Background: an optimization exercise with open tools, aiming at small area, a short achievable clock period and few clock cycles per item. Do not read the settings as production practice.
The RTL was checked by simulation tests, not by an equivalence proof against the original design.

## out_stage
module out_stage (
    input  wire        clk,
    input  wire        rst,           
    input  wire        cfg_we,
    input  wire [31:0] cfg_gain,      
    input  wire [1:0]  cfg_bits,      
    input  wire        cfg_rate_ok,   
    input  wire        sreset,
    input  wire        in_valid,
    output wire        in_ready,
    input  wire [31:0] in_data,
    output reg         out_valid,
    output reg  [31:0] out_data
);
Size in the first run: about 4,500 cells after synthesis, ~270 flip-flops, roughly 110 I/O pins.
Settings: LEC_CHECK=0, CAP_MARGIN=20, CORE_MARGIN=2, CORE_UTILIZATION=35, CTS_CLUSTER_DIAMETER=150, CTS_CLUSTER_SIZE=30, PLACE_DENSITY=0.6, SETUP_SLACK_MARGIN=1.5, SLEW_MARGIN=20, SYNTH_HIERARCHICAL=1, SYNTH_MINIMUM_KEEP_SIZE=0; clock period 45.0 ns.
run.sh (not shown) runs the stock make flow with config.mk's settings and CLKGATE_MAP_FILE= SYNTH_SCRIPT=/design/flow/synth_recipe.tcl, a recipe that flattens the netlist after the stock synthesis.
Testbench counts at the start, summed over its fixed seeds: cycles 33,024, items 32,768.
==> next run, changes <==
- CTS_CLUSTER_DIAMETER: 150 -> 100
- CTS_CLUSTER_SIZE: 30 -> 20
Result:
- clock-buffer cell count went up by 11
- routed wire length hardly moves
- via count grows by 0.35%

---

## old
Another version of the RTL of out_stage (not shown whole).
For scale: roughly 4700 cells after synthesis, roughly 110 I/O pins, ~46000 um^2 of cells after synthesis.
Settings: LEC_CHECK=0, CAP_MARGIN=20, CORE_MARGIN=2, CORE_UTILIZATION=35, CTS_CLUSTER_DIAMETER=150, CTS_CLUSTER_SIZE=30, PLACE_DENSITY=0.6, SETUP_SLACK_MARGIN=1.5, SLEW_MARGIN=20, SYNTH_HIERARCHICAL=1, SYNTH_MINIMUM_KEEP_SIZE=0; clock period 45.0 ns.
Testbench counts of old, summed over its fixed seeds: cycles 33,024, items 32,768.
> inputs changed (old -> new)
# old
export LEC_CHECK = 0
export CAP_MARGIN = 20
export CORE_MARGIN = 2
export CORE_UTILIZATION = 35
export CTS_CLUSTER_DIAMETER = 150
export CTS_CLUSTER_SIZE = 30
export PLACE_DENSITY = 0.6
export SETUP_SLACK_MARGIN = 1.5
export SLEW_MARGIN = 20
export SYNTH_HIERARCHICAL = 1
export SYNTH_MINIMUM_KEEP_SIZE = 0
create_clock -name core_clock -period 45.0 [get_ports {clk}]
# new
export LEC_CHECK = 0
export CAP_MARGIN = 20
export CORE_MARGIN = 2
export CORE_UTILIZATION = 40
export PLACE_DENSITY = 0.6
export SETUP_SLACK_MARGIN = 1.5
export SLEW_MARGIN = 20
export SYNTH_HIERARCHICAL = 1
export SYNTH_MINIMUM_KEEP_SIZE = 0
create_clock -name core_clock -period 45.0 [get_ports {clk}]
Notes after the runs:
- new has completed all stages; timing, DRC and antenna checks passed.
- Relative to old, minimum clock period has decreased by 0.048 ns in new.
- Die size: new is under old
- The via count of the first global-routing pass reported for new is smaller than that of old by about 1.2%.
- new -> old: number of stages on the worst hold path delta 0, exact match
- old reports its timing endpoint of the critical path as out_data[23] while new reports out_valid.
- When the final numbers for old and new were put side by side, the core utilization turned out to be greater in new.
- Detailed placer's ending HPWL, old and new: smaller value in old

---

Another version of the RTL of out_stage (not shown whole).
Size: about 280 flip-flops, about 110 I/O pins, roughly 43000 sq um of cells after synthesis.
export LEC_CHECK = 0
export CAP_MARGIN = 20
export CORE_MARGIN = 2
export CORE_UTILIZATION = 35
export CTS_CLUSTER_DIAMETER = 120
export CTS_CLUSTER_SIZE = 26
export PLACE_DENSITY = 0.6
export SETUP_SLACK_MARGIN = 1.5
export SLEW_MARGIN = 20
export SYNTH_HIERARCHICAL = 1
export SYNTH_MINIMUM_KEEP_SIZE = 0
create_clock -name core_clock -period 45.0 [get_ports {clk}]
standard.sh (not shown) runs the stock make flow with config.mk's settings and CLKGATE_MAP_FILE= SYNTH_SCRIPT=/design/flow/synth_recipe.tcl, a recipe that flattens the netlist after the stock synthesis.
==> flow/flow/run.sh <==
#!/bin/bash
# The standard layout, with the port buffers that buffer_ports inserts on
# every input and output made sky130_fd_sc_hd__buf_2 cells instead of its
# default choice (a delay buffer). Everything else is standard.sh unchanged.
set -euo pipefail
export BUFFER_PORTS_ARGS="-buffer_cell sky130_fd_sc_hd__buf_2"
bash standard.sh finish > standard_flow.log 2>&1
Testbench counts at the start, summed over its fixed seeds: cycles 33,024, items 32,768.
==> next run, changes <==
--- a/flow/config.mk
+++ b/flow/config.mk
@@ -9,6 +9,6 @@
 export CORE_MARGIN = 2
 export CORE_UTILIZATION = 35
-export CTS_CLUSTER_DIAMETER = 120
-export CTS_CLUSTER_SIZE = 26
+export CTS_CLUSTER_DIAMETER = 100
+export CTS_CLUSTER_SIZE = 20
 export PLACE_DENSITY = 0.6
 export SETUP_SLACK_MARGIN = 1.5
- cell area came out higher by 0.47%
- non-clock buffer count does not change
- worst setup slack is about the same
- via count rises by 0.30%
- worst hold slack is about the same
- routed wire length hardly moves
- sequential cell count is unchanged
- register-to-register slack gets better by 0.27 ns

---

Q:
out_stage, a different RTL version from the one above (not shown whole).
Size in the first run: ~110 I/O pins, ~43,000 sq um of cells after synthesis.
==> flow/config.mk <==
export PLATFORM = sky130hd
export DESIGN_NAME = out_stage
export DESIGN_NICKNAME = out_stage
export VERILOG_FILES = /design/flow/design.v
export SDC_FILE = /design/flow/constraint.sdc
export NUM_CORES = 4
export LEC_CHECK = 0
export CAP_MARGIN = 20
export CORE_MARGIN = 2
export CORE_UTILIZATION = 35
export CTS_CLUSTER_DIAMETER = 100
export CTS_CLUSTER_SIZE = 20
export PLACE_DENSITY = 0.6
export SETUP_SLACK_MARGIN = 1.5
export SLEW_MARGIN = 20
export SYNTH_HIERARCHICAL = 1
export SYNTH_MINIMUM_KEEP_SIZE = 0
==> flow/constraint.sdc <==
create_clock -name core_clock -period 45.0 [get_ports {clk}]
set_input_delay 9.0000 -clock core_clock [delete_from_list [all_inputs] [get_ports {clk}]]
set_output_delay 9.0000 -clock core_clock [all_outputs]
set_load 0.01 [all_outputs]
Scripts as last shown in full above: flow/flow/run.sh
Testbench counts of Q, summed over its fixed seeds: cycles 33,024, items 32,768.
[inputs] P vs Q
# Q
export LEC_CHECK = 0
export CAP_MARGIN = 20
export CORE_MARGIN = 2
export CORE_UTILIZATION = 35
export CTS_CLUSTER_DIAMETER = 100
export CTS_CLUSTER_SIZE = 20
export PLACE_DENSITY = 0.6
export SETUP_SLACK_MARGIN = 1.5
export SLEW_MARGIN = 20
export SYNTH_HIERARCHICAL = 1
export SYNTH_MINIMUM_KEEP_SIZE = 0
create_clock -name core_clock -period 45.0 [get_ports {clk}]
# P
export LEC_CHECK = 0
export CAP_MARGIN = 20
export CORE_MARGIN = 2
export CORE_UTILIZATION = 35
export CTS_CLUSTER_DIAMETER = 120
export CTS_CLUSTER_SIZE = 26
export PLACE_DENSITY = 0.6
export SETUP_SLACK_MARGIN = 1.5
export SLEW_MARGIN = 20
export SYNTH_HIERARCHICAL = 1
export SYNTH_MINIMUM_KEEP_SIZE = 0
create_clock -name core_clock -period 45.0 [get_ports {clk}]
### Flow results
Across both runs, required time at the endpoint of the critical path was higher for P than for Q.
Between Q and P, the difference in average routed wire per standard cell is negligible.
Count of cells along the worst register-to-register path ended up about 3.3% lower on P than on Q.
Share of final-layout standard cells stronger than drive strength 1, Q and P: higher on Q
As far as sequential share of cell area is concerned, P and Q perform about the same.
Re multi-input combinational area share: P is 0.19 points up on Q.

## separate check: timing with driven ports
The results above use ideal ports. As a check the final layouts listed here were re-extracted and re-timed, cells and wires unchanged.
Step 1, drivers: a clkbuf_16 drives clk and a buf_2 each remaining input, both assumed.
Step 2 moves the port delays by t, midway between the first and last clock arrival at a register: inputs arrive t later, outputs are due t later. That takes back most of the time a late clock gives input paths.
a / b / c = no drivers / after step 1 / after step 2; a / b = the first two.
run | t, ns | setup WS [ns] | worst setup path after step 2 | clock arrival spread, ns | pins driven straight from the clock port
the first run of note 1 | 0.656 | 34.525 / 34.457 / 34.524 | input to register | 0.075 / 0.075 | 1
the second run of note 1 | 0.685 | 34.517 / 34.447 / 34.496 | input to register | 0.054 / 0.054 | 1
old | 0.617 | 34.506 / 34.437 / 34.228 | input to register | 0.034 / 0.033 | 1
new | 0.670 | 34.554 / 34.483 / 34.422 | input to register | 0.034 / 0.034 | 1
the first run of note 3 | 0.587 | 34.817 / 34.759 / 34.438 | input to register | 0.041 / 0.041 | 1
the second run of note 3 | 0.613 | 34.815 / 34.755 / 34.423 | input to register | 0.026 / 0.027 | 1
Q | 0.617 | 34.889 / 34.843 / 34.323 | input to register | 0.040 / 0.039 | 1
P | 0.615 | 34.875 / 34.858 / 34.310 | input to register | 0.041 / 0.041 | 1
After both steps setup and hold are still met in every run listed. For Q, which loses most, drivers alone change the setup slack by -0.046 ns; drivers and shift together by -0.566 ns.
